Background: an optimization exercise with open tools, aiming at small area. Do not read the settings as production practice. Function was checked by simulation only, so behaviour that the tests miss may differ from the original. Power and IR drop assume default switching activity.

==> flow/design.v <==
module fr_tone_rom (
    input  wire [6:0]  note,
    output reg  [10:0] freq
);
    always @(*) begin
        case (note)
            7'd0: freq = 11'd44;
            7'd1: freq = 11'd157;
            7'd2: freq = 11'd263;
            7'd3: freq = 11'd363;
            7'd4: freq = 11'd457;
            7'd5: freq = 11'd547;
            7'd6: freq = 11'd631;
            7'd7: freq = 11'd711;
            7'd8: freq = 11'd786;
            7'd9: freq = 11'd856;
            7'd10: freq = 11'd923;
            7'd11: freq = 11'd986;
            7'd12: freq = 11'd1046;
            7'd13: freq = 11'd1102;
            7'd14: freq = 11'd1155;
            7'd15: freq = 11'd1205;
            7'd16: freq = 11'd1253;
            7'd17: freq = 11'd1297;
            7'd18: freq = 11'd1339;
            7'd19: freq = 11'd1379;
            7'd20: freq = 11'd1417;
            7'd21: freq = 11'd1452;
            7'd22: freq = 11'd1486;
            7'd23: freq = 11'd1517;
            7'd24: freq = 11'd1547;
            7'd25: freq = 11'd1575;
            7'd26: freq = 11'd1602;
            7'd27: freq = 11'd1627;
            7'd28: freq = 11'd1650;
            7'd29: freq = 11'd1673;
            7'd30: freq = 11'd1694;
            7'd31: freq = 11'd1714;
            7'd32: freq = 11'd1732;
            7'd33: freq = 11'd1750;
            7'd34: freq = 11'd1767;
            7'd35: freq = 11'd1783;
            7'd36: freq = 11'd1798;
            7'd37: freq = 11'd1812;
            7'd38: freq = 11'd1825;
            7'd39: freq = 11'd1837;
            7'd40: freq = 11'd1849;
            7'd41: freq = 11'd1860;
            7'd42: freq = 11'd1871;
            7'd43: freq = 11'd1881;
            7'd44: freq = 11'd1890;
            7'd45: freq = 11'd1899;
            7'd46: freq = 11'd1907;
            7'd47: freq = 11'd1915;
            7'd48: freq = 11'd1923;
            7'd49: freq = 11'd1930;
            7'd50: freq = 11'd1936;
            7'd51: freq = 11'd1943;
            7'd52: freq = 11'd1949;
            7'd53: freq = 11'd1954;
            7'd54: freq = 11'd1959;
            7'd55: freq = 11'd1964;
            7'd56: freq = 11'd1969;
            7'd57: freq = 11'd1974;
            7'd58: freq = 11'd1978;
            7'd59: freq = 11'd1982;
            7'd60: freq = 11'd1985;
            7'd61: freq = 11'd1989;
            7'd62: freq = 11'd1992;
            7'd63: freq = 11'd1995;
            7'd64: freq = 11'd1998;
            7'd65: freq = 11'd2001;
            7'd66: freq = 11'd2004;
            7'd67: freq = 11'd2006;
            7'd68: freq = 11'd2009;
            7'd69: freq = 11'd2011;
            7'd70: freq = 11'd2013;
            7'd71: freq = 11'd2015;
            default: freq = 11'd0;
        endcase
    end
endmodule
module fr_noise_rom (
    input  wire [6:0] note,
    output reg  [7:0] ctrl
);
    always @(*) begin
        case (note)
            7'd0: ctrl = 8'hD7;
            7'd1: ctrl = 8'hD6;
            7'd2: ctrl = 8'hD5;
            7'd3: ctrl = 8'hD4;
            7'd4: ctrl = 8'hC7;
            7'd5: ctrl = 8'hC6;
            7'd6: ctrl = 8'hC5;
            7'd7: ctrl = 8'hC4;
            7'd8: ctrl = 8'hB7;
            7'd9: ctrl = 8'hB6;
            7'd10: ctrl = 8'hB5;
            7'd11: ctrl = 8'hB4;
            7'd12: ctrl = 8'hA7;
            7'd13: ctrl = 8'hA6;
            7'd14: ctrl = 8'hA5;
            7'd15: ctrl = 8'hA4;
            7'd16: ctrl = 8'h97;
            7'd17: ctrl = 8'h96;
            7'd18: ctrl = 8'h95;
            7'd19: ctrl = 8'h94;
            7'd20: ctrl = 8'h87;
            7'd21: ctrl = 8'h86;
            7'd22: ctrl = 8'h85;
            7'd23: ctrl = 8'h84;
            7'd24: ctrl = 8'h77;
            7'd25: ctrl = 8'h76;
            7'd26: ctrl = 8'h75;
            7'd27: ctrl = 8'h74;
            7'd28: ctrl = 8'h67;
            7'd29: ctrl = 8'h66;
            7'd30: ctrl = 8'h65;
            7'd31: ctrl = 8'h64;
            7'd32: ctrl = 8'h57;
            7'd33: ctrl = 8'h56;
            7'd34: ctrl = 8'h55;
            7'd35: ctrl = 8'h54;
            7'd36: ctrl = 8'h47;
            7'd37: ctrl = 8'h46;
            7'd38: ctrl = 8'h45;
            7'd39: ctrl = 8'h44;
            7'd40: ctrl = 8'h37;
            7'd41: ctrl = 8'h36;
            7'd42: ctrl = 8'h35;
            7'd43: ctrl = 8'h34;
            7'd44: ctrl = 8'h27;
            7'd45: ctrl = 8'h26;
            7'd46: ctrl = 8'h25;
            7'd47: ctrl = 8'h24;
            7'd48: ctrl = 8'h17;
            7'd49: ctrl = 8'h16;
            7'd50: ctrl = 8'h15;
            7'd51: ctrl = 8'h14;
            7'd52: ctrl = 8'h07;
            7'd53: ctrl = 8'h06;
            7'd54: ctrl = 8'h05;
            7'd55: ctrl = 8'h04;
            7'd56: ctrl = 8'h03;
            7'd57: ctrl = 8'h02;
            7'd58: ctrl = 8'h01;
            7'd59: ctrl = 8'h00;
            7'd60: ctrl = 8'h00;
            7'd61: ctrl = 8'h00;
            7'd62: ctrl = 8'h00;
            7'd63: ctrl = 8'h00;
            7'd64: ctrl = 8'h00;
            7'd65: ctrl = 8'h00;
            7'd66: ctrl = 8'h00;
            7'd67: ctrl = 8'h00;
            7'd68: ctrl = 8'h00;
            7'd69: ctrl = 8'h00;
            7'd70: ctrl = 8'h00;
            7'd71: ctrl = 8'h00;
            default: ctrl = 8'h00;
        endcase
    end
endmodule
module fr_channel #(
    parameter NOISE = 0
) (
    input  wire        clk,
    input  wire        rst,
    input  wire        sel,
    input  wire [11:0] we,
    input  wire [6:0]  b_note,
    input  wire [10:0] b_tn,
    input  wire [10:0] b_cur,
    input  wire [1:0]  b_mode,
    input  wire [7:0]  b_speed,
    input  wire [7:0]  b_tune,
    input  wire [3:0]  b_ax,
    input  wire [3:0]  b_ay,
    input  wire [1:0]  b_aph,
    input  wire [3:0]  b_vsp,
    input  wire [3:0]  b_vex,
    input  wire [7:0]  b_vdl,
    input  wire [7:0]  b_vcnt,
    input  wire [3:0]  b_vtm,
    input  wire [1:0]  b_vph,
    input  wire [11:0] b_ip,
    output reg  [6:0]  note,
    output wire [10:0] tn,
    output wire [10:0] cur,
    output wire [1:0]  mode,
    output wire [7:0]  speed,
    output wire [7:0]  tune,
    output reg  [3:0]  ax,
    output reg  [3:0]  ay,
    output reg  [1:0]  aph,
    output wire [3:0]  vsp,
    output wire [3:0]  vex,
    output wire [7:0]  vdl,
    output wire [7:0]  vcnt,
    output wire [3:0]  vtm,
    output wire [1:0]  vph,
    output wire [11:0] ip
);
    wire [11:0] en = {12{rst}} | ({12{sel}} & we);
    always @(posedge clk) begin
        if (en[0]) note <= b_note;
        if (en[4]) begin ax <= b_ax; ay <= b_ay; end
        if (en[5]) aph <= b_aph;
    end
    generate
        if (NOISE) begin : g_noise
            assign tn = 11'd0;  assign cur = 11'd0; assign mode = 2'd0;
            assign speed = 8'd0; assign tune = 8'd0; assign vsp = 4'd0;
            assign vex = 4'd0;   assign vdl = 8'd0;  assign vcnt = 8'd0;
            assign vtm = 4'd0;   assign vph = 2'd0;  assign ip = 12'd0;
        end else begin : g_tone
            reg  [10:0] tn_r;
            reg  [10:0] cur_r;
            reg  [1:0]  mode_r;
            reg  [7:0]  speed_r;
            reg  [7:0]  tune_r;
            reg  [3:0]  vsp_r;
            reg  [3:0]  vex_r;
            reg  [7:0]  vdl_r;
            reg  [7:0]  vcnt_r;
            reg  [3:0]  vtm_r;
            reg  [1:0]  vph_r;
            reg  [11:0] ip_r;
            always @(posedge clk) begin
                if (en[0])  tn_r <= b_tn;
                if (en[1])  cur_r <= b_cur;
                if (en[2])  begin mode_r <= b_mode; speed_r <= b_speed; end
                if (en[3])  tune_r <= b_tune;
                if (en[6])  begin vsp_r <= b_vsp; vex_r <= b_vex; end
                if (en[7])  vdl_r <= b_vdl;
                if (en[8])  vcnt_r <= b_vcnt;
                if (en[9])  vtm_r <= b_vtm;
                if (en[10]) vph_r <= b_vph;
                if (en[11]) ip_r <= b_ip;
            end
            assign {tn, cur, mode, speed, tune, vsp, vex, vdl, vcnt, vtm, vph, ip} = {tn_r, cur_r, mode_r, speed_r, tune_r, vsp_r, vex_r, vdl_r, vcnt_r, vtm_r, vph_r, ip_r};
        end
    endgenerate
endmodule
module fr_add #(
    parameter W = 8
) (
    input  wire [W-1:0] a,
    input  wire [W-1:0] b,
    input  wire         ci,
    output wire [W-1:0] s,
    output wire         co
);
    wire [W:0] c;
    assign c[0] = ci;
    genvar i;
    generate
        for (i = 0; i < W; i = i + 1) begin : g_bit
            assign s[i]   = a[i] ^ b[i] ^ c[i];
            assign c[i+1] = (a[i] & b[i]) | (a[i] & c[i]) | (b[i] & c[i]);
        end
    endgenerate
    assign co = c[W];
endmodule
module fr_carry #(
    parameter W = 8
) (
    input  wire [W-1:0] a,
    input  wire [W-1:0] b,
    input  wire         ci,
    output wire         co
);
    wire [W:0] c;
    assign c[0] = ci;
    genvar i;
    generate
        for (i = 0; i < W; i = i + 1) begin : g_bit
            assign c[i+1] = (a[i] & b[i]) | (a[i] & c[i]) | (b[i] & c[i]);
        end
    endgenerate
    assign co = c[W];
endmodule
module fr_rsum (
    input  wire [7:0] d,
    input  wire [4:0] f,
    input  wire g,
    input  wire [10:0] c,
    input  wire [10:0] b,
    input  wire [11:0] e,
    output wire [13:0] rs,
    output wire [13:0] rc
);
    wire t1 = 1'b1 ^ d[0] ^ f[0];
    wire t2 = (1'b1 & d[0]) | (1'b1 & f[0]) | (d[0] & f[0]);
    wire t3 = g ^ c[0] ^ t1;
    wire t4 = (g & c[0]) | (g & t1) | (c[0] & t1);
    wire t5 = d[1] ^ f[1] ^ c[1];
    wire t6 = (d[1] & f[1]) | (d[1] & c[1]) | (f[1] & c[1]);
    wire t7 = t2 ^ t4 ^ t5;
    wire t8 = (t2 & t4) | (t2 & t5) | (t4 & t5);
    wire t9 = d[2] ^ f[2] ^ c[2];
    wire t10 = (d[2] & f[2]) | (d[2] & c[2]) | (f[2] & c[2]);
    wire t11 = t6 ^ t9 ^ t8;
    wire t12 = (t6 & t9) | (t6 & t8) | (t9 & t8);
    wire t13 = d[3] ^ f[3] ^ c[3];
    wire t14 = (d[3] & f[3]) | (d[3] & c[3]) | (f[3] & c[3]);
    wire t15 = t10 ^ t13 ^ t12;
    wire t16 = (t10 & t13) | (t10 & t12) | (t13 & t12);
    wire t17 = 1'b1 ^ d[4] ^ f[4];
    wire t18 = (1'b1 & d[4]) | (1'b1 & f[4]) | (d[4] & f[4]);
    wire t19 = c[4] ^ t17 ^ t14;
    wire t20 = (c[4] & t17) | (c[4] & t14) | (t17 & t14);
    wire t21 = 1'b1 ^ d[5] ^ c[5];
    wire t22 = (1'b1 & d[5]) | (1'b1 & c[5]) | (d[5] & c[5]);
    wire t23 = t18 ^ t21 ^ t20;
    wire t24 = (t18 & t21) | (t18 & t20) | (t21 & t20);
    wire t25 = 1'b1 ^ d[6] ^ c[6];
    wire t26 = (1'b1 & d[6]) | (1'b1 & c[6]) | (d[6] & c[6]);
    wire t27 = t22 ^ t25 ^ t24;
    wire t28 = (t22 & t25) | (t22 & t24) | (t25 & t24);
    wire t29 = d[7] ^ c[7] ^ t26;
    wire t30 = (d[7] & c[7]) | (d[7] & t26) | (c[7] & t26);
    wire t31 = 1'b1 ^ c[8] ^ t30;
    wire t32 = (1'b1 & c[8]) | (1'b1 & t30) | (c[8] & t30);
    wire t33 = 1'b1 ^ c[9] ^ t32;
    wire t34 = (1'b1 & c[9]) | (1'b1 & t32) | (c[9] & t32);
    wire t35 = 1'b1 ^ c[10] ^ t34;
    wire t36 = (1'b1 & c[10]) | (1'b1 & t34) | (c[10] & t34);
    wire t37 = t19 ^ b[4] ^ t16;
    wire t38 = (t19 & b[4]) | (t19 & t16) | (b[4] & t16);
    wire t39 = t23 ^ b[5];
    wire t40 = t23 & b[5];
    wire t41 = b[6] ^ t27;
    wire t42 = b[6] & t27;
    wire t43 = t29 ^ b[7] ^ t28;
    wire t44 = (t29 & b[7]) | (t29 & t28) | (b[7] & t28);
    wire t45 = t31 ^ b[8];
    wire t46 = t31 & b[8];
    wire t47 = b[9] ^ t33;
    wire t48 = b[9] & t33;
    wire t49 = b[10] ^ t35;
    wire t50 = b[10] & t35;
    wire t51 = 1'b1 ^ t36;
    wire t52 = 1'b1 & t36;
    wire t53 = t3 ^ b[0] ^ e[0];
    wire t54 = (t3 & b[0]) | (t3 & e[0]) | (b[0] & e[0]);
    wire t55 = t7 ^ b[1] ^ e[1];
    wire t56 = (t7 & b[1]) | (t7 & e[1]) | (b[1] & e[1]);
    wire t57 = t11 ^ b[2] ^ e[2];
    wire t58 = (t11 & b[2]) | (t11 & e[2]) | (b[2] & e[2]);
    wire t59 = b[3] ^ t15 ^ e[3];
    wire t60 = (b[3] & t15) | (b[3] & e[3]) | (t15 & e[3]);
    wire t61 = e[4] ^ t37;
    wire t62 = e[4] & t37;
    wire t63 = t39 ^ e[5] ^ t38;
    wire t64 = (t39 & e[5]) | (t39 & t38) | (e[5] & t38);
    wire t65 = t40 ^ e[6] ^ t41;
    wire t66 = (t40 & e[6]) | (t40 & t41) | (e[6] & t41);
    wire t67 = e[7] ^ t42 ^ t43;
    wire t68 = (e[7] & t42) | (e[7] & t43) | (t42 & t43);
    wire t69 = t45 ^ e[8] ^ t44;
    wire t70 = (t45 & e[8]) | (t45 & t44) | (e[8] & t44);
    wire t71 = t46 ^ e[9] ^ t47;
    wire t72 = (t46 & e[9]) | (t46 & t47) | (e[9] & t47);
    wire t73 = e[10] ^ t48 ^ t49;
    wire t74 = (e[10] & t48) | (e[10] & t49) | (t48 & t49);
    wire t75 = e[11] ^ t50 ^ t51;
    wire t76 = (e[11] & t50) | (e[11] & t51) | (t50 & t51);
    assign rs = {1'b1, t76, t74, t72, t70, t68, t66, t64, t62, t60, t58, t56, t54, t53};
    assign rc = {1'b0, t52, t75, t73, t71, t69, t67, t65, t63, t61, t59, t57, t55, 1'b0};
endmodule
module fr_osum (
    input  wire [13:0] r,
    input  wire [13:0] q,
    input  wire [10:0] a,
    output wire [13:0] s
);
    wire t1 = r[0] ^ q[0] ^ a[0];
    wire t2 = (r[0] & q[0]) | (r[0] & a[0]) | (q[0] & a[0]);
    wire t3 = r[1] ^ q[1] ^ a[1];
    wire t4 = (r[1] & q[1]) | (r[1] & a[1]) | (q[1] & a[1]);
    wire t5 = r[2] ^ q[2] ^ a[2];
    wire t6 = (r[2] & q[2]) | (r[2] & a[2]) | (q[2] & a[2]);
    wire t7 = r[3] ^ q[3] ^ a[3];
    wire t8 = (r[3] & q[3]) | (r[3] & a[3]) | (q[3] & a[3]);
    wire t9 = r[4] ^ q[4] ^ a[4];
    wire t10 = (r[4] & q[4]) | (r[4] & a[4]) | (q[4] & a[4]);
    wire t11 = r[5] ^ q[5] ^ a[5];
    wire t12 = (r[5] & q[5]) | (r[5] & a[5]) | (q[5] & a[5]);
    wire t13 = r[6] ^ q[6] ^ a[6];
    wire t14 = (r[6] & q[6]) | (r[6] & a[6]) | (q[6] & a[6]);
    wire t15 = r[7] ^ q[7] ^ a[7];
    wire t16 = (r[7] & q[7]) | (r[7] & a[7]) | (q[7] & a[7]);
    wire t17 = r[8] ^ q[8] ^ a[8];
    wire t18 = (r[8] & q[8]) | (r[8] & a[8]) | (q[8] & a[8]);
    wire t19 = r[9] ^ q[9] ^ a[9];
    wire t20 = (r[9] & q[9]) | (r[9] & a[9]) | (q[9] & a[9]);
    wire t21 = r[10] ^ q[10] ^ a[10];
    wire t22 = (r[10] & q[10]) | (r[10] & a[10]) | (q[10] & a[10]);
    wire t23 = r[11] ^ q[11] ^ t22;
    wire t24 = (r[11] & q[11]) | (r[11] & t22) | (q[11] & t22);
    wire t25 = r[12] ^ q[12] ^ t24;
    wire t26 = (r[12] & q[12]) | (r[12] & t24) | (q[12] & t24);
    wire t27 = r[13] ^ q[13] ^ t26;
    wire t28 = (r[13] & q[13]) | (r[13] & t26) | (q[13] & t26);
    wire t29 = t2 ^ t3;
    wire t30 = t2 & t3;
    wire t31 = t4 ^ t5 ^ t30;
    wire t32 = (t4 & t5) | (t4 & t30) | (t5 & t30);
    wire t33 = t6 ^ t7 ^ t32;
    wire t34 = (t6 & t7) | (t6 & t32) | (t7 & t32);
    wire t35 = t8 ^ t9 ^ t34;
    wire t36 = (t8 & t9) | (t8 & t34) | (t9 & t34);
    wire t37 = t10 ^ t11 ^ t36;
    wire t38 = (t10 & t11) | (t10 & t36) | (t11 & t36);
    wire t39 = t12 ^ t13 ^ t38;
    wire t40 = (t12 & t13) | (t12 & t38) | (t13 & t38);
    wire t41 = t14 ^ t15 ^ t40;
    wire t42 = (t14 & t15) | (t14 & t40) | (t15 & t40);
    wire t43 = t16 ^ t17 ^ t42;
    wire t44 = (t16 & t17) | (t16 & t42) | (t17 & t42);
    wire t45 = t18 ^ t19 ^ t44;
    wire t46 = (t18 & t19) | (t18 & t44) | (t19 & t44);
    wire t47 = t20 ^ t21 ^ t46;
    wire t48 = (t20 & t21) | (t20 & t46) | (t21 & t46);
    wire t49 = t23 ^ t48;
    wire t50 = t23 & t48;
    wire t51 = t25 ^ t50;
    wire t52 = t25 & t50;
    wire t53 = t27 ^ t52;
    wire t54 = t27 & t52;
    assign s = {t53, t51, t49, t47, t45, t43, t41, t39, t37, t35, t33, t31, t29, t1};
endmodule
module freqres4 (
    input  wire        clk,
    input  wire        rst,
    input  wire [2:0]  cmd_op,
    input  wire [1:0]  cmd_ch,
    input  wire [7:0]  cmd_arg0,
    input  wire [7:0]  cmd_arg1,
    input  wire [1:0]  cmd_flags,
    output reg         out_valid,
    output reg  [1:0]  out_ch,
    output wire [10:0] out_freq
);
    localparam OP_NOTE   = 3'd1;
    localparam OP_EFFECT = 3'd2;
    localparam OP_USEINS = 3'd3;
    localparam OP_STEP   = 3'd4;
    localparam MODE_NONE  = 2'd0;
    localparam MODE_UP    = 2'd1;   
    localparam MODE_DOWN  = 2'd2;   
    localparam MODE_PORTA = 2'd3;   
    wire is_note = (cmd_op == OP_NOTE);
    wire is_eff  = (cmd_op == OP_EFFECT);
    wire is_ins  = (cmd_op == OP_USEINS);
    wire is_step = (cmd_op == OP_STEP);
    wire e08   = is_eff && (cmd_arg1 == 8'h08);
    wire e_sl  = is_eff && (cmd_arg1 == 8'h09 || cmd_arg1 == 8'h0A || cmd_arg1 == 8'h0B);
    wire e0C   = is_eff && (cmd_arg1 == 8'h0C);
    wire e0D   = is_eff && (cmd_arg1 == 8'h0D);
    wire e0E   = is_eff && (cmd_arg1 == 8'h0E);
    wire [11:0] we;
    wire [6:0]  b_note;
    wire [10:0] b_tn;
    wire [10:0] b_cur;
    wire [1:0]  b_mode;
    wire [7:0]  b_speed, b_tune;
    wire [3:0]  b_ax, b_ay;
    wire [1:0]  b_aph;
    wire [3:0]  b_vsp, b_vex;
    wire [7:0]  b_vdl, b_vcnt;
    wire [3:0]  b_vtm;
    wire [1:0]  b_vph;
    wire [11:0] b_ip;
    wire [6:0]  q_note [0:3];
    wire [10:0] q_tn   [0:3];
    wire [10:0] q_cur  [0:3];
    wire [1:0]  q_mode [0:3];
    wire [7:0]  q_speed[0:3];
    wire [7:0]  q_tune [0:3];
    wire [3:0]  q_ax   [0:3];
    wire [3:0]  q_ay   [0:3];
    wire [1:0]  q_aph  [0:3];
    wire [3:0]  q_vsp  [0:3];
    wire [3:0]  q_vex  [0:3];
    wire [7:0]  q_vdl  [0:3];
    wire [7:0]  q_vcnt [0:3];
    wire [3:0]  q_vtm  [0:3];
    wire [1:0]  q_vph  [0:3];
    wire [11:0] q_ip   [0:3];
    genvar c;
    generate
        for (c = 0; c < 4; c = c + 1) begin : g_ch
            fr_channel #(.NOISE(c == 3 ? 1 : 0)) u_ch (
                .clk(clk), .rst(rst), .sel(cmd_ch == c), .we(we),
                .b_note(b_note), .b_tn(b_tn), .b_cur(b_cur), .b_mode(b_mode),
                .b_speed(b_speed), .b_tune(b_tune), .b_ax(b_ax), .b_ay(b_ay),
                .b_aph(b_aph), .b_vsp(b_vsp), .b_vex(b_vex), .b_vdl(b_vdl),
                .b_vcnt(b_vcnt), .b_vtm(b_vtm), .b_vph(b_vph), .b_ip(b_ip),
                .note(q_note[c]), .tn(q_tn[c]), .cur(q_cur[c]), .mode(q_mode[c]),
                .speed(q_speed[c]), .tune(q_tune[c]), .ax(q_ax[c]), .ay(q_ay[c]),
                .aph(q_aph[c]), .vsp(q_vsp[c]), .vex(q_vex[c]), .vdl(q_vdl[c]),
                .vcnt(q_vcnt[c]), .vtm(q_vtm[c]), .vph(q_vph[c]), .ip(q_ip[c])
            );
        end
    endgenerate
    wire [3:0] chs = {cmd_ch == 2'd3, cmd_ch == 2'd2, cmd_ch == 2'd1, cmd_ch == 2'd0};
    function [11:0] rd4;
        input [3:0]  s;
        input [11:0] v0, v1, v2, v3;
        rd4 = ({12{s[0]}} & v0) | ({12{s[1]}} & v1) | ({12{s[2]}} & v2) | ({12{s[3]}} & v3);
    endfunction
    function [11:0] rd3;
        input [3:0]  s;
        input [11:0] v0, v1, v2;
        rd3 = ({12{s[0]}} & v0) | ({12{s[1]}} & v1) | ({12{s[2]}} & v2);
    endfunction
    wire [6:0]  r_note  = rd4(chs, q_note[0], q_note[1], q_note[2], q_note[3]);
    wire [3:0]  r_ax    = rd4(chs, q_ax[0], q_ax[1], q_ax[2], q_ax[3]);
    wire [3:0]  r_ay    = rd4(chs, q_ay[0], q_ay[1], q_ay[2], q_ay[3]);
    wire [1:0]  r_aph   = rd4(chs, q_aph[0], q_aph[1], q_aph[2], q_aph[3]);
    wire [10:0] r_tn    = rd3(chs, q_tn[0], q_tn[1], q_tn[2]);
    wire [10:0] r_cur   = rd3(chs, q_cur[0], q_cur[1], q_cur[2]);
    wire [1:0]  r_mode  = rd3(chs, q_mode[0], q_mode[1], q_mode[2]);
    wire [7:0]  r_speed = rd3(chs, q_speed[0], q_speed[1], q_speed[2]);
    wire [7:0]  r_tune  = rd3(chs, q_tune[0], q_tune[1], q_tune[2]);
    wire [3:0]  r_vsp   = rd3(chs, q_vsp[0], q_vsp[1], q_vsp[2]);
    wire [3:0]  r_vex   = rd3(chs, q_vex[0], q_vex[1], q_vex[2]);
    wire [7:0]  r_vdl   = rd3(chs, q_vdl[0], q_vdl[1], q_vdl[2]);
    wire [7:0]  r_vcnt  = rd3(chs, q_vcnt[0], q_vcnt[1], q_vcnt[2]);
    wire [3:0]  r_vtm   = rd3(chs, q_vtm[0], q_vtm[1], q_vtm[2]);
    wire [1:0]  r_vph   = rd3(chs, q_vph[0], q_vph[1], q_vph[2]);
    wire [11:0] r_ip    = rd3(chs, q_ip[0], q_ip[1], q_ip[2]);
    wire [6:0]  n2;
    wire [10:0] tone_x;
    wire [7:0]  noise_b;
    fr_tone_rom  u_rom   (.note(is_note ? cmd_arg0[6:0] : n2), .freq(tone_x));
    fr_noise_rom u_rom_n (.note(n2), .ctrl(noise_b));
    wire [10:0] tone_b = tone_x;
    wire [10:0] target = r_tn;
    wire        tn0    = (r_tn == 11'd0);
    wire [10:0] tone_a = r_tn | {5'd0, tn0, 1'b0, tn0, tn0, 2'b00};
    wire [11:0] p_sum;
    wire        p_co;
    fr_add #(12) u_padd (.a(r_ip), .b({{4{cmd_arg1[7]}}, cmd_arg1}), .ci(1'b0), .s(p_sum), .co(p_co));
    wire        p_ovf = (r_ip[11] == cmd_arg1[7]) && (p_sum[11] != r_ip[11]);
    wire [11:0] ip_new = !cmd_flags[1] ? r_ip :
                         p_ovf ? {r_ip[11], {11{!r_ip[11]}}} : p_sum;
    wire m_po = (r_mode == MODE_PORTA);
    wire gt;   
    fr_carry #(11) u_gt (.a(target), .b(~r_cur), .ci(1'b0), .co(gt));
    wire dir_up = (r_mode == MODE_UP) || (m_po && gt);
    wire nd = !dir_up;
    wire [10:0] g_s;
    wire        g_co;
    fr_add #(11) u_gadd (.a(r_cur), .b({{3{nd}}, r_speed ^ {8{nd}}}), .ci(nd), .s(g_s), .co(g_co));
    wire g_ovf = g_co ^ nd;     
    wire g_c;                   
    fr_carry #(11) u_reach (.a(g_s), .b(~target), .ci(dir_up), .co(g_c));
    wire g_reach = g_ovf || (g_c ^ nd);
    wire g_clamp = m_po ? g_reach : g_ovf;
    wire [10:0] g_bound = m_po ? target : {11{dir_up}};
    wire [10:0] cur_new = g_clamp ? g_bound : g_s;
    wire       arp_on = (r_ax != 4'd0) || (r_ay != 4'd0);
    wire [3:0] eff_off = ({4{r_aph == 2'd1}} & r_ax) | ({4{r_aph == 2'd2}} & r_ay);
    wire [1:0] aph_next = {r_aph[0], !(r_aph[1] || r_aph[0])};
    wire [7:0] inst_arp = cmd_flags[0] ? cmd_arg0 : 8'd0;
    wire [6:0] ne;
    wire       ne_co;
    fr_add #(7) u_nadd (.a(r_note), .b({3'b000, eff_off}), .ci(1'b0), .s(ne), .co(ne_co));
    wire [7:0] ns;
    wire       ns_co;
    fr_add #(8) u_nadd2 (.a({1'b0, ne}), .b({!inst_arp[7], inst_arp[6:0]}), .ci(1'b0), .s(ns), .co(ns_co));
    wire n_neg = !ns_co && !ns[7];                                    
    wire n_big = ns_co || (ns[7] && ns[6] && (ns[5] || ns[4] || ns[3]));  
    assign n2 = n_neg ? 7'd0 : n_big ? 7'd71 : ns[6:0];
    wire vib_on  = (r_vsp != 4'd0) && (r_vex != 4'd0);
    wire vcnt0   = (r_vcnt == 8'd0);
    wire vib_act = vib_on && vcnt0;
    wire v_pos = vib_act && (r_vph == 2'd1);
    wire v_neg = vib_act && (r_vph == 2'd3);
    wire [4:0] vib_f = {!v_neg, ({4{v_pos}} & r_vex) | ({4{v_neg}} & ~r_vex)};
    wire [3:0] vtm_inc;
    wire       vtm_co;
    fr_add #(4) u_vtm (.a(r_vtm), .b(4'd0), .ci(1'b1), .s(vtm_inc), .co(vtm_co));
    wire vwrap = (vtm_inc == r_vsp);
    wire [7:0] vcnt_dec;
    wire       vcnt_co;
    fr_add #(8) u_vcnt (.a(r_vcnt), .b(8'hFF), .ci(1'b0), .s(vcnt_dec), .co(vcnt_co));
    wire [13:0] rs_s, rs_c;
    fr_rsum u_rsum (.b(tone_b), .c(~tone_a), .d(r_tune),
                    .e({!ip_new[11], ip_new[10:0]}), .f(vib_f), .g(v_neg), .rs(rs_s), .rc(rs_c));
    wire porta_hold = m_po && cmd_flags[0];
    assign we[0]  = is_note;
    assign we[1]  = is_step || (is_note && !porta_hold);
    assign we[2]  = e_sl;
    assign we[3]  = e0E;
    assign we[4]  = e08;
    assign we[5]  = is_note || e08 || (is_step && arp_on);
    assign we[6]  = e0C;
    assign we[7]  = e0D;
    assign we[8]  = is_note || (is_step && vib_on && !vcnt0);
    assign we[9]  = is_note || e0C || (is_step && vib_act);
    assign we[10] = is_note || e0C || (is_step && vib_act && vwrap);
    assign we[11] = is_ins || (is_step && cmd_flags[1]);
    wire [7:0] a0 = {8{!rst}} & cmd_arg0;
    assign b_note  = a0[6:0];
    assign b_tn    = {11{!rst}} & tone_x;
    assign b_cur   = {11{!rst}} & (is_note ? tone_x : cur_new);
    assign b_mode  = {2{!rst && cmd_arg0 != 8'd0}} & cmd_arg1[1:0];
    assign b_speed = a0;
    assign b_tune  = {rst || cmd_arg0[7], a0[6:0]};   
    assign b_ax    = a0[7:4];
    assign b_ay    = a0[3:0];
    assign b_aph   = {2{!rst && is_step}} & aph_next;
    assign b_vsp   = a0[7:4];
    assign b_vex   = a0[3:0];
    assign b_vdl   = a0;
    assign b_vcnt  = {8{!rst}} & (is_note ? r_vdl : vcnt_dec);
    assign b_vtm   = {4{!rst && is_step && !vwrap}} & vtm_inc;
    assign b_vph   = {2{!rst && is_step}} & (r_vph + 2'd1);
    assign b_ip    = {12{!rst && is_step}} & ip_new;
    reg [13:0] ro_s, ro_c;
    always @(posedge clk) begin
        out_valid <= !rst && is_step;
        out_ch    <= cmd_ch;
        ro_s      <= chs[3] ? {6'd0, noise_b} : rs_s;
        ro_c      <= {14{!chs[3]}} & rs_c;
    end
    wire [3:0] ochs = {out_ch == 2'd3, out_ch == 2'd2, out_ch == 2'd1, out_ch == 2'd0};
    wire [10:0] o_cur = rd3(ochs, q_cur[0], q_cur[1], q_cur[2]);
    wire [13:0] f_sum;
    fr_osum u_osum (.r(ro_s), .q(ro_c), .a(o_cur), .s(f_sum));
    assign out_freq = f_sum[13] ? 11'd0 :
                      (f_sum[12] || f_sum[11]) ? 11'd2047 : f_sum[10:0];
endmodule
==> flow/flow/run.sh <==
#!/bin/bash
# The standard layout (standard.sh), with the synthesis script replaced by
# flow/area_synth.tcl (the same synthesis, but ABC maps for area) and CTS
# without dummy loads.
set -euo pipefail
W=$PWD
export CTS_ARGS="-sink_clustering_enable -repair_clock_nets -dont_use_dummy_load -sink_clustering_size 22 -sink_clustering_max_diameter 100"
export BUFFER_PORTS_ARGS="-buffer_cell sky130_fd_sc_hd__buf_2"
sed "s#SYNTH_SCRIPT=[^ ]*#SYNTH_SCRIPT=$W/flow/area_synth.tcl#" standard.sh > area_standard.sh
grep -q "SYNTH_SCRIPT=$W/flow/area_synth.tcl" area_standard.sh
bash area_standard.sh > layout.log 2>&1
==> flow/flow/abc_area.script <==
strash; dc2; dch -f; amap; topo; stime -c; buffer -c; upsize -c; dnsize -c
==> flow/flow/area_synth.tcl <==
# The standard synthesis (synth_recipe.tcl in the work folder), except that
# ABC maps the combinational logic with an area-oriented script. Flip-flops are
# mapped before ABC runs, so the registers are the standard synthesis's.
set area_flow_dir [file dirname [file normalize [info script]]]
set ::area_abc_script [file join $area_flow_dir abc_area.script]
proc abc {args} {
  set i [lsearch -exact $args -script]
  if { $i >= 0 } {
    lset args [expr { $i + 1 }] $::area_abc_script
  }
  yosys abc {*}$args
}
source [file join [file dirname $area_flow_dir] synth_recipe.tcl]
==> flow/standard.sh <==
#!/bin/bash
# synth_recipe.tcl (not shown) runs the flow's synth.tcl, then flattens the netlist and writes it again
# the make line also repeats each setting of config.mk as NAME=value (left out here)
make -C /OpenROAD-flow-scripts/flow DESIGN_CONFIG=/design/flow/config.mk WORK_HOME=/design/flow/orfs CLKGATE_MAP_FILE= SYNTH_SCRIPT=/design/flow/synth_recipe.tcl "${@:-finish}"
==> flow/config.mk <==
export PLATFORM = sky130hd
export DESIGN_NAME = freqres4
export DESIGN_NICKNAME = freqres4
export VERILOG_FILES = /design/flow/design.v
export SDC_FILE = /design/flow/constraint.sdc
export NUM_CORES = 4
export LEC_CHECK = 0
export ABC_AREA = 1
export CAP_MARGIN = 20
export CORE_MARGIN = 2
export CORE_UTILIZATION = 60
export SLEW_MARGIN = 20
==> flow/constraint.sdc <==
create_clock -name core_clock -period 15.0 [get_ports {clk}]
set_input_delay 3.0000 -clock core_clock [delete_from_list [all_inputs] [get_ports {clk}]]
set_output_delay 3.0000 -clock core_clock [all_outputs]
set_load 0.01 [all_outputs]
==> results of run 1 <==
==> layout by cell type, fill, tap and decap left out, types with 3 or more instances in the layout <==
master and n:
edfxtp_1 314, fa_1 75, o21ai_0 42, nor2_4 4
buf_2 38, a32o_1 3, nor4_1 5, a31oi_1 19
nor3_1 22, a222oi_1 101, a21oi_1 24, o21a_1 31
nor2_2 4, nor2b_1 20, o41ai_1 3, inv_2 4
a22o_1 3, a22oi_1 12, buf_4 33, a211oi_1 3
o22ai_1 23, or3_1 4, nor2_1 176, a221oi_1 7
a21boi_0 13, dfxtp_1 29, or2_2 10, clkbuf_16 19
ha_1 42, o32ai_1 3, o221ai_1 7, a32oi_1 3
nand2_1 48, o32a_1 12, and3_1 6, nand3_1 4
inv_1 189, nand4_1 4
==> area by class of cell <==
class / count / area (um2)
tap: 378 / 473
inverter: 195 / 732
multi-input combinational: 753 / 5960
clock buffer: 19 / 475
timing repair buffer: 72 / 458
sequential: 343 / 10000
fill: 2133 / 9670
==> power by group <==
group,switching [mW],internal (mW),total [mW]
registers,0.0418,1.22,1.26
clock network,0.276,0.227,0.503
logic,0.828,0.489,1.32
==> flip-flops by register name, indices dropped and copies added (netlist names), 12 cells and up <==
register                  cells
g_ch.u_ch.ax                 16
g_ch.u_ch.ay                 16
g_ch.u_ch.g_tone.cur_r       33
g_ch.u_ch.g_tone.ip_r        36
g_ch.u_ch.g_tone.speed_r     24
g_ch.u_ch.g_tone.tn_r        33
g_ch.u_ch.g_tone.tune_r      24
g_ch.u_ch.g_tone.vcnt_r      24
g_ch.u_ch.g_tone.vdl_r       24
g_ch.u_ch.g_tone.vex_r       12
g_ch.u_ch.g_tone.vsp_r       12
g_ch.u_ch.g_tone.vtm_r       12
g_ch.u_ch.note               28
ro_c                         12
ro_s                         14
==> how the worst min path moves through the flow <==
stage                                       from                             to
floorplan                    g_ch[3].u_ch.aph[1]            g_ch[0].u_ch.aph[0]
global placement             g_ch[3].u_ch.aph[0]            g_ch[3].u_ch.aph[0]
detailed placement  g_ch[1].u_ch.g_tone.vdl_r[7]  g_ch[2].u_ch.g_tone.vcnt_r[7]
CTS                 g_ch[1].u_ch.g_tone.vdl_r[7]  g_ch[2].u_ch.g_tone.vcnt_r[7]
global route        g_ch[1].u_ch.g_tone.vdl_r[7]  g_ch[1].u_ch.g_tone.vcnt_r[7]
finish              g_ch[1].u_ch.g_tone.vdl_r[7]  g_ch[2].u_ch.g_tone.vcnt_r[7]
==> cell families (layout without fill, tap and decap cells) <==
logic type | Yosys count | after routing | synth area share, %
buffers and inverters | 258 | 286 | 5.79
AOI/OAI and AO/OA | 321 | 321 | 14.9
xor gates and xnor gates | 1 | 1 | 0.0518
DFF | 343 | 343 | 59.2
and+or+nand+nor | 314 | 314 | 8.08
adders and majority gates | 117 | 117 | 12.0
==> worst max-delay path, delay by kind of cell <==
| kind | cells | cell delay [ns] |
|---|---|---|
| compound gates | 8 | 2.33 |
| simple gates | 6 | 1.24 |
| buf+inv | 7 | 1.50 |
| fa+ha+maj | 12 | 4.43 |
==> stage by stage <==
stage / util, % / total power, mW / std cells / setup slack, ns / hold slack [ns]
after detailed placement: 63.5 / 2.58 / 1741 / 2.42 / 0.699
after global placement: 63.5 / 2.57 / 1741 / 2.45 / 0.698
after floorplan: - / 2.19 / 1354 / 3.06 / 0.661
final: 65.2 / 3.08 / 1760 / 2.82 / 0.707
after global routing: 65.2 / 3.31 / 1760 / 1.97 / 0.759
after CTS: 65.2 / 3.08 / 1760 / 2.92 / 0.712
==> layer usage <==
layer | track usage (%) | vias to the layer above | share of wire, %
met3 | 4.97 | 81 | 8.8
met1 | 42.0 | 5660 | 40
met4 | 8.81 | 0 | 3.4
li1 | - | 5085 | -
met5 | 0 | - | 0
met2 | 49.0 | 600 | 48
==> notes.md, run 1 <==
worst hold-check path type=reg2reg; LEAKAGE=6.88 nW; ys async rst share=0%; CTS tree=built; unrepaired setup endpoints after global routing=no; Area Growth Syn to Fin=7.06%; mapped cell area=~0.017 mm2; CP max stage delay=about 0.68 ns; CP Data Arrival Time=roughly 13 ns; VDD IR max=0.000117 V; Yosys cell types=between 50 and 60; cell mode on critical path=fa_1; GP Congestion=slightly below 1; Setup crit start=cmd_ch[1]; Syn Area/Cell=12.5 um2; Finished Cell Area=between 0.015 and 0.02 mm2; Crit Path Class=in2reg; # clock sinks=between 300 and 400; slew margin rel.=24.6%; DIE AREA=around 0.030 mm2; Worst-path clk slew=0.08 ns; Sum Neg Setup Slack=0 ns; number of synthesized flops with an enable pin=roughly 310; total wire length=between 40,000 and 50,000 um; WL/cell=24.8 um; vias in the first global route=approximately 11,000; first-pass GRT wire length=65,200 um; CTS max path bufs=3; synth top area cells=edfxtp_1 56%, fa_1 8.9%, a222oi_1 6.0%, inv_1 4.2%, nor2_1 4.0%; sequential share of the synthesized area=59.2%; detailed placement HPWL=approximately 31,000 um; period utilization=roughly 81%; power density over the cells=between 150 and 200 mW/mm2; Worst-Margin Slew=between 1 and 1.5 ns; core area=0.0278 mm2; total CTS buffers=19; Primary FF master, synth=edfxtp_1; CP max-delay cell=nor2_4; flop2flop setup slack=5.93 ns; DRT iter0 DRCs=~1,900; Tmin final=about 12 ns; most frequent cell after synthesis=edfxtp_1; Post-DRT Antenna Nets=0; status=complete, no violations; initial antenna violation count=1; critical path startpoint category=input pin; Buffers on Ports=38; Nets=approximately 1,500; Hold-fix buffers, CTS=0; Max Cap Violations=0; Worst Skew=approximately 0.032 ns; CTS resizes=0; final hold vios=0; Gate Count Post-Synth=about 1,400; Worst R2R Path Depth=37; io pins=39; pin count of the biggest net entering global routing=87; Reg2Reg Capture Point=g_ch[0].u_ch.g_tone.cur_r[4]; Antenna diodes=0; DP Area=about 0.018 mm2; Syn Nets=1,496; FP Rows=61; TritonRoute pass-1 iters=8; Post-route DRC=0; H-tree levels=1; root buffer cell=clkbuf_16; Tot GR Track Use=30.0%; Yosys Warn Count=5; Die X-Extent=around 170 um; Post-synth top cells=314 x edfxtp_1, 189 x inv_1, 180 x nor2_1; Initial Utilization=60.9%; vias=between 10,000 and 15,000; Yosys reg bits=343; Clock Latency Late Sink=0.52 ns; worst-path maximum fanout=34; final setup vio count=0; max-slew violation count=0; WHS Path Cells=2; fraction of layout cells with a size suffix above 1=between 8 and 9%; largest area contributor in the netlist=edfxtp_1; die height=around 170 um; post-CTS setup buffers=0; fmax=0.0821 GHz; crit end category=flip-flop; gr ovfl total=0; Yosys top cell area share=a little under three fifths; worst r2r src=g_ch[1].u_ch.g_tone.cur_r[2]; CP required=between 15 and 20 ns; crit path to=ro_c[8]; vias per cell=around 6.5
==> run 2, diff against run 1 <==
==> flow/flow/run.sh (replaced) <==
#!/bin/bash
# The standard layout (standard.sh), with the synthesis script replaced by
# flow/area_synth.tcl (the same synthesis, but ABC maps for area) and CTS
# without dummy loads.
set -euo pipefail
W=$PWD
export CTS_ARGS="-sink_clustering_enable -repair_clock_nets -dont_use_dummy_load -buf_list sky130_fd_sc_hd__clkbuf_8 -sink_clustering_size 18 -sink_clustering_max_diameter 80"
export BUFFER_PORTS_ARGS="-buffer_cell sky130_fd_sc_hd__buf_2"
sed "s#SYNTH_SCRIPT=[^ ]*#SYNTH_SCRIPT=$W/flow/area_synth.tcl#" standard.sh > area_standard.sh
grep -q "SYNTH_SCRIPT=$W/flow/area_synth.tcl" area_standard.sh
bash area_standard.sh > layout.log 2>&1
==> run 2 against run 1 <==
Compared with the run above: highest routed layer is now met5; count of clock-buffer cells in the layout rose by 4; sequential cell count is the same; clock power decreased by 19%; via count down 0.27%; combinational power barely moved; largest power group unchanged; global-route usage is 0.057 points higher; critical endpoint unchanged; critical path type unchanged.
==> notes.md, run 2 <==
Primary FF master, synth=edfxtp_1; # clock sinks=roughly 340; Fillers=2,142; ys async rst share=0%; Max Cap Violations=0; max reg flops=36; cell mode on critical path=fa_1; CTS resizes=0; Crit Path Class=in2reg; Tmin final=~12 ns; unrepaired setup endpoints after global routing=no; Worst Skew=approximately 0.12 ns; Logic pwr share=43.9%; final instance count without filler cells=between 1,500 and 2,000; largest registers=g_ch.u_ch.g_tone.ip_r: 36 flops, g_ch.u_ch.g_tone.cur_r: 33 flops, g_ch.u_ch.g_tone.tn_r: 33 flops; final hold vios=0; NetSw=1.14 mW; TritonRoute pass-1 iters=6; synth top area cells=edfxtp_1 56%, fa_1 8.9%, a222oi_1 6.0%, inv_1 4.2%, nor2_1 4.0%; flop2flop setup slack=5.87 ns; WHS Path Cells=2; most frequent cell after synthesis=edfxtp_1; WL/cell=24.8 um; VDD IR max=approximately 0.00011 V; Post-synth top cells=314 x edfxtp_1, 189 x inv_1, 180 x nor2_1; Reg2Reg Capture Point=g_ch[1].u_ch.g_tone.cur_r[4]; Hold Path Sink=g_ch[1].u_ch.g_tone.vcnt_r[7]; power density over the cells=166 mW/mm2; worst hold-check path type=reg2reg; slew margin rel.=a little over a quarter; io pins=39; crit end category=flip-flop; max-slew violation count=0; Yosys top cell area share=a little under three fifths; CP max-delay cell=nor2_4; sequential share of the synthesized area=between 50% and 60%; Sum Neg Setup Slack=0 ns; status=complete, no violations; Post-route DRC=0; H-tree levels=1; DIE AREA=about 0.03 mm2; LEAKAGE=approximately 7 nW; mapped cell area=around 0.017 mm2; hold_sp=g_ch[1].u_ch.g_tone.vdl_r[7]; Yosys reg bits=approximately 340; die height=~170 um; Buffers on Ports=38; largest area contributor in the netlist=edfxtp_1; root buffer cell=clkbuf_8; Gate Count Post-Synth=about 1,400; core area=between 0.02 and 0.03 mm2; Syn Nets=roughly 1,500; vias in the first global route=~11,000; DRT iter0 DRCs=between 1,500 and 2,000; Placed Cells incl. Taps=between 1,500 and 2,000; fin util=64.6%; vias per cell=6.46; Internal=approximately 1.8 mW; Worst-Margin Slew=approximately 1.1 ns; Seq pwr share=around 42%; most frequent cells in the layout=314 x edfxtp_1, 189 x inv_1, 176 x nor2_1; worst r2r src=g_ch[1].u_ch.g_tone.cur_r[2]; critical path startpoint category=input pin; Worst R2R Path Depth=37; first-pass GRT wire length=about 66,000 um; Die X-Extent=between 150 and 200 um; period utilization=around four fifths; clock power share=13.7%; Initial Utilization=roughly three fifths; worst-path maximum fanout=34; initial antenna violation count=1; total wire length=between 40,000 and 50,000 um; FP Rows=between 60 and 70; CP Data Arrival Time=about 13 ns; vias=between 10,000 and 15,000; commonest non-fill, non-tap cell in the layout=edfxtp_1; CP required=approximately 15 ns; fraction of layout cells with a size suffix above 1=~8.6%; Area Growth Syn to Fin=6.12%; Yosys Warn Count=5; Hold Slack=0.711 ns; Worst-path clk slew=0.10 ns; total CTS buffers=23; pin count of the biggest net entering global routing=87; Largest Register=g_ch.u_ch.g_tone.ip_r; final setup vio count=0; Antenna diodes=0; GP Congestion=0.968; CP max stage delay=just under 0.7 ns; CTS max path bufs=3; gr ovfl total=0; detailed placement HPWL=31,000 um; Post-DRT Antenna Nets=0; fmax=between 0.08 and 0.09 GHz; post-CTS setup buffers=0; Yosys cell types=55; CTS tree=built; Nets=1,530; Hold-fix buffers, CTS=0; Clock Latency Late Sink=0.60 ns; Tot GR Track Use=between 30% and 40%; Syn Area/Cell=12.5 um2; number of synthesized flops with an enable pin=roughly 310; Design Power=2.98 mW; Switching Share=a little under two fifths
==> run 2: cell counts after synthesis <==
No cell type changed its count.
==> run 2: worst max-delay path by stage <==
stage / startpoint / to / depth (start not counted)
detailed placement: cmd_ch[1] / ro_c[8] / 33
floorplan: cmd_ch[1] / ro_s[5] / 39
global placement: cmd_ch[1] / ro_c[8] / 33
CTS: cmd_ch[1] / ro_c[8] / 33
global route: cmd_ch[1] / g_ch[0].u_ch.g_tone.cur_r[0] / 42
finish: cmd_ch[1] / ro_c[8] / 33
==> run 2: through the flow <==
step / cell area [um2] / setup slack, ns
floorplan: 16900 / 3.06
global placement: 17600 / 2.45
detailed placement: 17600 / 2.42
CTS: 18000 / 2.98
global route: 18000 / 2.09
finish: 18000 / 2.83
==> run 2: power by group through the flow <==
stage          logic (mW)  registers (mW)  clock network (mW)
3_3_place_gp         1.29            1.28                   0
5_1_grt              1.49            1.27               0.443
6_report             1.31            1.26               0.409
2_1_floorplan       0.923            1.27                   0
3_5_place_dp         1.29            1.28                   0
4_1_cts              1.30            1.26               0.415
==> run 2: critical path, delay by kind of cell <==
kind / cells / cell delay [ns]
adder cells (fa/ha/maj): 12 / 4.44
AO/OA/AOI/OAI: 8 / 2.32
buffers and inverters: 7 / 1.49
AND/OR/NAND/NOR: 6 / 1.26
==> run 2: layout make-up <==
class | count | area, um2 | area share (%)
inverter | 195 | 732 | 4.08
tap | 378 | 473 | 2.63
timing repair buffer | 72 | 458 | 2.55
clock buffer | 23 | 317 | 1.76
multi-input combinational | 753 | 5960 | 33.2
sequential | 343 | 10000 | 55.8
==> run 2: per-layer routing <==
layer	track usage (%)	share of wire (%)	up-vias
met1	42.7	41	5639
met3	3.98	8.9	90
met5	0	0.030	-
met4	9.76	3.6	2
li1	-	-	5077
met2	48.7	47	587
==> run 2: kinds of logic after synthesis <==
kind of cell             synth area share, %
AO/OA/AOI/OAI                           14.9
XOR/XNOR                              0.0518
adder cells (fa/ha/maj)                 12.0
buffers and inverters                   5.79
flip-flops                              59.2
AND/OR/NAND/NOR                         8.08
==> run 3, diff against run 2 <==
==> flow/flow/area_synth.tcl (replaced) <==
# The standard synthesis (synth_recipe.tcl in the work folder), except that
# ABC maps the combinational logic with an area-oriented script and only full
# adders are extracted as adder cells. Flip-flops are
# mapped before ABC runs, so the registers are the standard synthesis's.
set area_flow_dir [file dirname [file normalize [info script]]]
set ::area_abc_script [file join $area_flow_dir abc_area.script]
proc abc {args} {
  set i [lsearch -exact $args -script]
  if { $i >= 0 } {
    lset args [expr { $i + 1 }] $::area_abc_script
  }
  yosys abc {*}$args
}
proc extract_fa {args} {
  yosys extract_fa -fa {*}$args
}
source [file join [file dirname $area_flow_dir] synth_recipe.tcl]
==> run 3 against run 2 <==
Compared with the run above: maximum frequency up 1.9%; clock power about the same; combinational power is 5% lower; register-to-register slack improved by 0.23 ns.
==> notes.md, run 3 <==
CTS max path bufs=3; Worst-path clk slew=approximately 0.11 ns; Yosys top cell area share=roughly 57%; Syn Nets=1,460; Die X-Extent=approximately 170 um; Yosys cell types=54; gr ovfl total=0; number of synthesized flops with an enable pin=~310; DRT iter0 DRCs=approximately 1,700; synth top area cells=edfxtp_1 57%, fa_1 9.0%, a222oi_1 6.1%, nor2_1 4.8%, inv_1 3.8%; Post-DRT Antenna Nets=0; mapped cell area=approximately 0.017 mm2; Post-route DRC=0; Hold-fix buffers, CTS=0; power density over the cells=165 mW/mm2; ys async rst share=0%; FP Rows=60; Primary FF master, synth=edfxtp_1; fraction of layout cells with a size suffix above 1=8.97%; cell mode on critical path=fa_1; CTS tree=built; detailed placement HPWL=about 30,000 um; Nets=between 1,000 and 1,500; Gate Count Post-Synth=roughly 1,400; Switching Share=38.0%; DP Area=about 0.017 mm2; routed length on met1=about 18,000 um; CP required=15.44 ns; fmax=0.0837 GHz; io pins=39; Max Cap Violations=0; Internal=1.81 mW; VDD IR max=about 0.00009 V; WL/cell=24.2 um; worst hold-check path type=reg2reg; Worst Skew=about 0.088 ns; max reg flops=36; initial antenna violation count=0; sequential share of the synthesized area=around three fifths; vias in the first global route=between 10,000 and 15,000; # clock sinks=roughly 340; Initial Utilization=61.4%; CTS resizes=0; Syn Area/Cell=12.2 um2; NetSw=between 1 and 1.5 mW; H-tree levels=1; largest area contributor in the netlist=edfxtp_1; Finished Cell Area=0.0177 mm2; max-slew violation count=0; max layer used=met4; unrepaired setup endpoints after global routing=no; total wire length=around 43,000 um; CP Data Arrival Time=approximately 12 ns; commonest non-fill, non-tap cell in the layout=edfxtp_1; clock power share=roughly 14%; Design Power=2.92 mW; largest registers=g_ch.u_ch.g_tone.ip_r: 36 flops, g_ch.u_ch.g_tone.cur_r: 33 flops, g_ch.u_ch.g_tone.tn_r: 33 flops; vias per cell=about 6.4; Fillers=about 2,100; most frequent cell after synthesis=edfxtp_1; final instance count without filler cells=1,765; CP max-delay cell=nor4_1; Post-synth top cells=314 x edfxtp_1, 214 x nor2_1, 168 x inv_1; vias=approximately 11,000; Worst-Margin Slew=1.12 ns; final setup vio count=0; Placed Cells incl. Taps=between 1,500 and 2,000; slew margin rel.=about a quarter; Tot GR Track Use=between 30% and 40%; DIE AREA=0.0291 mm2; total CTS buffers=23; GP Congestion=between 0.9 and 1; period utilization=between 70% and 80%; Sum Neg Setup Slack=0 ns; CP max stage delay=just under 0.9 ns; LEAKAGE=around 6.5 nW; post-CTS setup buffers=0; Antenna diodes=0; crit end category=flip-flop; Crit Path Class=in2reg; Clock Latency Late Sink=between 0.5 and 0.6 ns; Logic pwr share=a little over two fifths; Seq pwr share=43.0%; Largest Register=g_ch.u_ch.g_tone.ip_r; met2 wire length=20,600 um; Yosys reg bits=approximately 340; root buffer cell=clkbuf_8; Buffers on Ports=38; pin count of the biggest net entering global routing=between 50 and 60; most frequent cells in the layout=314 x edfxtp_1, 207 x nor2_1, 168 x inv_1; flop2flop setup slack=around 6.1 ns; status=complete, no violations; die height=roughly 170 um; Hold Slack=around 0.7 ns; critical path startpoint category=input pin; Tmin final=~12 ns; TritonRoute pass-1 iters=9; Area Growth Syn to Fin=6.28%; wire length on met3=3490 um; Yosys Warn Count=5; final hold vios=0; worst-path maximum fanout=28; first-pass GRT wire length=about 65,000 um; core area=0.0271 mm2
-- run 3: cell type report --
type / instances / area, um2 / share of cell area [%]
Sequential cell: 343 / 10000 / 56.6
Multi-Input combinational cell: 781 / 5760 / 32.6
Inverter: 171 / 642 / 3.63
Timing Repair Buffer: 75 / 478 / 2.70
Tap cell: 372 / 465 / 2.63
Clock buffer: 23 / 317 / 1.79
-- run 3: power groups by stage --
stage	clock network (mW)	registers (mW)	logic (mW)
floorplan	0	1.26	0.868
global placement	0	1.27	1.24
CTS	0.415	1.26	1.25
global route	0.444	1.27	1.40
finish	0.409	1.26	1.25
detailed placement	0	1.28	1.24
-- run 3: cell families (layout without fill, tap and decap cells) --
kind of cell	after synthesis	in the layout	synth area share (%)
flip-flops	343	343	60.2
AO/OA/AOI/OAI	326	326	15.5
adder cells (fa/ha/maj)	75	75	9.03
buffers and inverters	236	269	5.45
AND/OR/NAND/NOR	380	380	9.83
-- run 3: through the flow --
step	setup WS [ns]	utilization [%]
6_report	3.06	65.2
4_1_cts	2.99	65.2
3_5_place_dp	2.46	64.0
5_1_grt	2.54	65.2
2_1_floorplan	3.31	-
3_3_place_gp	2.48	63.9
-- run 3: critical path: cells and delay by family --
kind / cells / cell delay (ns)
fa+ha+maj: 8 / 3.52
simple gates: 10 / 2.75
compound gates: 8 / 2.04
buf+inv: 6 / 1.01
-- run 3: final timing paths --
check,depth (start not counted),from,to
setup / recovery,32,cmd_ch[1],ro_c[5]
hold / removal,2,g_ch[2].u_ch.g_tone.vdl_r[5],g_ch[0].u_ch.g_tone.vcnt_r[5]
setup reg to reg,28,g_ch[2].u_ch.aph[1],ro_c[5]
hold reg to reg,2,g_ch[2].u_ch.g_tone.vdl_r[5],g_ch[0].u_ch.g_tone.vcnt_r[5]
-- run 3: layer usage --
metal  vias up  GRT usage [%]
li1       5129              -
met1      5550           42.7
met2       604           50.2
met3        62           3.56
met4         0           7.73
met5         -              0
==> run 4, diff against run 3 <==
--- a/flow/design.v
+++ b/flow/design.v
@@ -170,7 +170,7 @@
     input  wire        sel,
     input  wire [11:0] we,
     input  wire [6:0]  b_note,
-    input  wire [10:0] b_tn,
+    input  wire        b_has,
     input  wire [10:0] b_cur,
     input  wire [1:0]  b_mode,
     input  wire [7:0]  b_speed,
@@ -186,7 +186,7 @@
     input  wire [1:0]  b_vph,
     input  wire [11:0] b_ip,
     output reg  [6:0]  note,
-    output wire [10:0] tn,
+    output wire        has,
     output wire [10:0] cur,
     output wire [1:0]  mode,
     output wire [7:0]  speed,
@@ -210,12 +210,12 @@
     end
     generate
         if (NOISE) begin : g_noise
-            assign tn = 11'd0;  assign cur = 11'd0; assign mode = 2'd0;
+            assign has = 1'b0;  assign cur = 11'd0; assign mode = 2'd0;
             assign speed = 8'd0; assign tune = 8'd0; assign vsp = 4'd0;
             assign vex = 4'd0;   assign vdl = 8'd0;  assign vcnt = 8'd0;
             assign vtm = 4'd0;   assign vph = 2'd0;  assign ip = 12'd0;
         end else begin : g_tone
-            reg  [10:0] tn_r;
+            reg  has_r;
             reg  [10:0] cur_r;
             reg  [1:0]  mode_r;
             reg  [7:0]  speed_r;
@@ -228,7 +228,7 @@
             reg  [1:0]  vph_r;
             reg  [11:0] ip_r;
             always @(posedge clk) begin
-                if (en[0])  tn_r <= b_tn;
+                if (en[0])  has_r <= b_has;
                 if (en[1])  cur_r <= b_cur;
                 if (en[2])  begin mode_r <= b_mode; speed_r <= b_speed; end
                 if (en[3])  tune_r <= b_tune;
@@ -239,7 +239,7 @@
                 if (en[10]) vph_r <= b_vph;
                 if (en[11]) ip_r <= b_ip;
             end
-            assign {tn, cur, mode, speed, tune, vsp, vex, vdl, vcnt, vtm, vph, ip} = {tn_r, cur_r, mode_r, speed_r, tune_r, vsp_r, vex_r, vdl_r, vcnt_r, vtm_r, vph_r, ip_r};
+            assign {has, cur, mode, speed, tune, vsp, vex, vdl, vcnt, vtm, vph, ip} = {has_r, cur_r, mode_r, speed_r, tune_r, vsp_r, vex_r, vdl_r, vcnt_r, vtm_r, vph_r, ip_r};
         end
     endgenerate
 endmodule
@@ -463,7 +463,7 @@
     wire e0E   = is_eff && (cmd_arg1 == 8'h0E);
     wire [11:0] we;
     wire [6:0]  b_note;
-    wire [10:0] b_tn;
+    wire        b_has;
     wire [10:0] b_cur;
     wire [1:0]  b_mode;
     wire [7:0]  b_speed, b_tune;
@@ -475,7 +475,7 @@
     wire [1:0]  b_vph;
     wire [11:0] b_ip;
     wire [6:0]  q_note [0:3];
-    wire [10:0] q_tn   [0:3];
+    wire        q_has  [0:3];
     wire [10:0] q_cur  [0:3];
     wire [1:0]  q_mode [0:3];
     wire [7:0]  q_speed[0:3];
@@ -495,11 +495,11 @@
         for (c = 0; c < 4; c = c + 1) begin : g_ch
             fr_channel #(.NOISE(c == 3 ? 1 : 0)) u_ch (
                 .clk(clk), .rst(rst), .sel(cmd_ch == c), .we(we),
-                .b_note(b_note), .b_tn(b_tn), .b_cur(b_cur), .b_mode(b_mode),
+                .b_note(b_note), .b_has(b_has), .b_cur(b_cur), .b_mode(b_mode),
                 .b_speed(b_speed), .b_tune(b_tune), .b_ax(b_ax), .b_ay(b_ay),
                 .b_aph(b_aph), .b_vsp(b_vsp), .b_vex(b_vex), .b_vdl(b_vdl),
                 .b_vcnt(b_vcnt), .b_vtm(b_vtm), .b_vph(b_vph), .b_ip(b_ip),
-                .note(q_note[c]), .tn(q_tn[c]), .cur(q_cur[c]), .mode(q_mode[c]),
+                .note(q_note[c]), .has(q_has[c]), .cur(q_cur[c]), .mode(q_mode[c]),
                 .speed(q_speed[c]), .tune(q_tune[c]), .ax(q_ax[c]), .ay(q_ay[c]),
                 .aph(q_aph[c]), .vsp(q_vsp[c]), .vex(q_vex[c]), .vdl(q_vdl[c]),
                 .vcnt(q_vcnt[c]), .vtm(q_vtm[c]), .vph(q_vph[c]), .ip(q_ip[c])
@@ -521,7 +521,7 @@
     wire [3:0]  r_ax    = rd4(chs, q_ax[0], q_ax[1], q_ax[2], q_ax[3]);
     wire [3:0]  r_ay    = rd4(chs, q_ay[0], q_ay[1], q_ay[2], q_ay[3]);
     wire [1:0]  r_aph   = rd4(chs, q_aph[0], q_aph[1], q_aph[2], q_aph[3]);
-    wire [10:0] r_tn    = rd3(chs, q_tn[0], q_tn[1], q_tn[2]);
+    wire        r_has   = rd3(chs, q_has[0], q_has[1], q_has[2]);
     wire [10:0] r_cur   = rd3(chs, q_cur[0], q_cur[1], q_cur[2]);
     wire [1:0]  r_mode  = rd3(chs, q_mode[0], q_mode[1], q_mode[2]);
     wire [7:0]  r_speed = rd3(chs, q_speed[0], q_speed[1], q_speed[2]);
@@ -534,14 +534,12 @@
     wire [1:0]  r_vph   = rd3(chs, q_vph[0], q_vph[1], q_vph[2]);
     wire [11:0] r_ip    = rd3(chs, q_ip[0], q_ip[1], q_ip[2]);
     wire [6:0]  n2;
-    wire [10:0] tone_x;
+    wire [10:0] tone_a, tone_b;
     wire [7:0]  noise_b;
-    fr_tone_rom  u_rom   (.note(is_note ? cmd_arg0[6:0] : n2), .freq(tone_x));
+    fr_tone_rom  u_rom_a (.note(is_note ? cmd_arg0[6:0] : r_note), .freq(tone_a));
+    fr_tone_rom  u_rom_b (.note(n2), .freq(tone_b));
     fr_noise_rom u_rom_n (.note(n2), .ctrl(noise_b));
-    wire [10:0] tone_b = tone_x;
-    wire [10:0] target = r_tn;
-    wire        tn0    = (r_tn == 11'd0);
-    wire [10:0] tone_a = r_tn | {5'd0, tn0, 1'b0, tn0, tn0, 2'b00};
+    wire [10:0] target = {11{r_has}} & tone_a;
     wire [11:0] p_sum;
     wire        p_co;
     fr_add #(12) u_padd (.a(r_ip), .b({{4{cmd_arg1[7]}}, cmd_arg1}), .ci(1'b0), .s(p_sum), .co(p_co));
@@ -607,8 +605,8 @@
     assign we[11] = is_ins || (is_step && cmd_flags[1]);
     wire [7:0] a0 = {8{!rst}} & cmd_arg0;
     assign b_note  = a0[6:0];
-    assign b_tn    = {11{!rst}} & tone_x;
-    assign b_cur   = {11{!rst}} & (is_note ? tone_x : cur_new);
+    assign b_has   = !rst;
+    assign b_cur   = {11{!rst}} & (is_note ? tone_a : cur_new);
     assign b_mode  = {2{!rst && cmd_arg0 != 8'd0}} & cmd_arg1[1:0];
     assign b_speed = a0;
     assign b_tune  = {rst || cmd_arg0[7], a0[6:0]};   
--- a/flow/config.mk
+++ b/flow/config.mk
@@ -8,5 +8,5 @@
 export ABC_AREA = 1
 export CAP_MARGIN = 20
 export CORE_MARGIN = 2
-export CORE_UTILIZATION = 60
+export CORE_UTILIZATION = 72
 export SLEW_MARGIN = 20
==> run 4 against run 3 <==
Compared with the run above: cell count increased by 1.0%; first-iteration DRC count grew 35%; core utilization grew 12 points; routed wire length up 3.8%; non-clock buffer count rose by 15; synthesized cell count is 7.4% higher; maximum frequency down 13%; final area shrank 1.5%; combinational power decreased by 3%; clock power fell by 8.1%; register-to-register slack got worse by 2.1 ns; global-route usage grew 7.4 points.
==> notes.md, run 4 <==
CTS resizes=0; ys async rst share=0%; Fillers=between 1,000 and 1,500; total CTS buffers=21; Yosys reg bits=approximately 310; power density over the cells=155 mW/mm2; Setup crit start=cmd_ch[1]; period utilization=91.5%; most frequent cell after synthesis=edfxtp_1; fraction of layout cells with a size suffix above 1=a little under an eighth; routed length on met1=~16,000 um; io pins=39; final setup vio count=0; die height=155 um; final hold vios=0; GP Congestion=roughly 0.97; Area Growth Syn to Fin=5.84%; crit end category=flip-flop; Largest Register=g_ch.u_ch.g_tone.ip_r; largest area contributor in the netlist=edfxtp_1; simple logic cell fraction of the synthesized area=10.9%; fmax=around 0.073 GHz; worst-path maximum fanout=19; post-CTS setup buffers=0; vias per cell=a little over 7; status=complete, no violations; TritonRoute pass-1 iters=9; LEAKAGE=around 6.6 nW; Antenna diodes=0; Finished Cell Area=0.0174 mm2; compound-gate portion of the synthesized area=18.6%; wire length on met3=slightly above 5000 um; final instance count without filler cells=between 1,500 and 2,000; main combinational cell family by area after synthesis=compound AO/OA/AOI/OAI gates; most frequent cells in the layout=284 x edfxtp_1, 180 x nor2_1, 167 x inv_1; Placed Cells incl. Taps=1,762; max layer used=met4; vias=12,587; synth top area cells=edfxtp_1 52%, fa_1 9.1%, a222oi_1 5.2%, nor2_1 4.2%, inv_1 3.8%; max reg flops=36; Primary FF master, synth=edfxtp_1; Crit Path Class=in2reg; Max Cap Violations=0; gr ovfl total=0; cell mode on critical path=fa_1; CTS max path bufs=3; CTS tree=built; root buffer cell=clkbuf_8; Hold-fix buffers, CTS=0; Syn Nets=roughly 1,600; DRT iter0 DRCs=roughly 2,300; CP max stage delay=approximately 0.50 ns; commonest non-fill, non-tap cell in the layout=edfxtp_1; Die X-Extent=between 150 and 200 um; WL/cell=~25 um; CP max-delay cell=nor2_2; max-slew violation count=0; largest registers=g_ch.u_ch.g_tone.ip_r: 36 flops, g_ch.u_ch.g_tone.cur_r: 33 flops, g_ch.u_ch.note: 28 flops; Yosys cell types=65; DIE AREA=between 0.02 and 0.025 mm2; Yosys top cell area share=roughly 52%; sequential share of the synthesized area=55.4%; Initial Utilization=between 70% and 80%; post-synthesis adder-cell area fraction=under 10%; Yosys Warn Count=5; Clock Latency Late Sink=just under 0.6 ns; initial antenna violation count=0; worst r2r src=g_ch[0].u_ch.note[2]; Sum Neg Setup Slack=0 ns; CP Data Arrival Time=roughly 14 ns; Buffers on Ports=38; Design Power=roughly 2.7 mW; mapped cell area=between 0.015 and 0.02 mm2; Worst-path clk slew=0.11 ns; Tot GR Track Use=between 30 and 40%; CP required=between 15 and 20 ns; detailed placement HPWL=between 30,000 and 40,000 um; Post-route DRC=0; Gate Count Post-Synth=roughly 1,500; core area=roughly 0.023 mm2; mux share of post-synthesis cell area=0%; Nets=about 1,600; Syn Area/Cell=~11 um2; slew margin rel.=about 29%; DP Area=about 0.017 mm2; Post-synth top cells=284 x edfxtp_1, 183 x nor2_1, 167 x inv_1; H-tree levels=1; VDD IR max=roughly 0.00011 V; flop2flop setup slack=between 4 and 5 ns; crit path to=g_ch[1].u_ch.g_tone.cur_r[5]; Tmin final=about 14 ns; number of synthesized flops with an enable pin=about 280; Worst R2R Path Depth=51; first-pass GRT wire length=68,400 um; XOR/XNOR Fraction of Synth Area=0%; Worst-Margin Slew=around 1.1 ns; vias in the first global route=12,312; worst hold-check path type=reg2reg; Post-DRT Antenna Nets=0; Worst Skew=0.0425 ns; critical path startpoint category=input pin; met2 wire length=between 20,000 and 25,000 um; pin count of the biggest net entering global routing=60; total wire length=44,300 um; Reg2Reg Capture Point=g_ch[1].u_ch.g_tone.cur_r[5]; # clock sinks=~310; unrepaired setup endpoints after global routing=no; FP Rows=55
run 4: kinds of logic after synthesis:
group           after synthesis
buf+inv                     255
flops                       313
compound gates              420
fa+ha+maj                    75
simple gates                397
run 4: worst min-delay path by stage:
stage,startpoint,to,cells after the start
after floorplan,g_ch[1].u_ch.g_tone.vdl_r[0],g_ch[0].u_ch.g_tone.vcnt_r[0],2
after global placement,g_ch[2].u_ch.g_tone.vdl_r[5],g_ch[0].u_ch.g_tone.vcnt_r[5],2
after detailed placement,g_ch[1].u_ch.g_tone.vdl_r[0],g_ch[2].u_ch.g_tone.vcnt_r[0],2
after CTS,g_ch[1].u_ch.g_tone.vdl_r[0],g_ch[2].u_ch.g_tone.vcnt_r[0],2
after global routing,g_ch[2].u_ch.g_tone.vdl_r[5],g_ch[1].u_ch.g_tone.vcnt_r[5],2
final,g_ch[1].u_ch.g_tone.vdl_r[0],g_ch[2].u_ch.g_tone.vcnt_r[0],2
run 4: routing by layer:
| metal | vias up | GRT usage, % |
|---|---|---|
| li1 | 5462 | - |
| met1 | 6009 | 50.9 |
| met2 | 966 | 63.1 |
| met3 | 150 | 5.15 |
| met4 | 0 | 13.4 |
| met5 | - | 0 |
run 4: report_power, final:
group	internal (mW)	leakage [nW]	switching [mW]	total (mW)
combinational	0.448	3.39	0.764	1.21
sequential	1.07	3.06	0.0355	1.11
clock	0.126	0.151	0.250	0.376
total	1.65	6.61	1.05	2.70
run 4: cell type report:
type | instances | area (um2) | area share, %
Clock buffer | 21 | 289 | 1.66
Timing Repair Buffer | 90 | 581 | 3.34
Multi-Input combinational cell | 892 | 6380 | 36.7
Tap cell | 285 | 357 | 2.05
Sequential cell | 313 | 9110 | 52.3
Inverter | 182 | 688 | 3.95
run 4: metrics by stage:
stage               setup WS [ns]  hold slack [ns]  util, %
finish                       1.28            0.734     77.3
global route                0.348            0.779     77.3
CTS                          1.47            0.731     77.3
detailed placement          0.881            0.712     76.0
global placement             1.19            0.693     76.0
floorplan                    3.24            0.656        -
run 4: worst max-delay path, delay by kind of cell:
family / cells / cell delay, ns
and+or+nand+nor: 21 / 3.77
AOI/OAI and AO/OA: 17 / 2.66
buffers and inverters: 8 / 1.11
adders and majority gates: 10 / 3.52

Setup slack of run 4, layout unchanged: 1.281 ns with ideal ports, 1.299 ns with driving cells assumed (clock clkbuf_16, inputs buf_2), 0.694 ns with port delays also shifted by the 0.605 ns mid clock arrival.
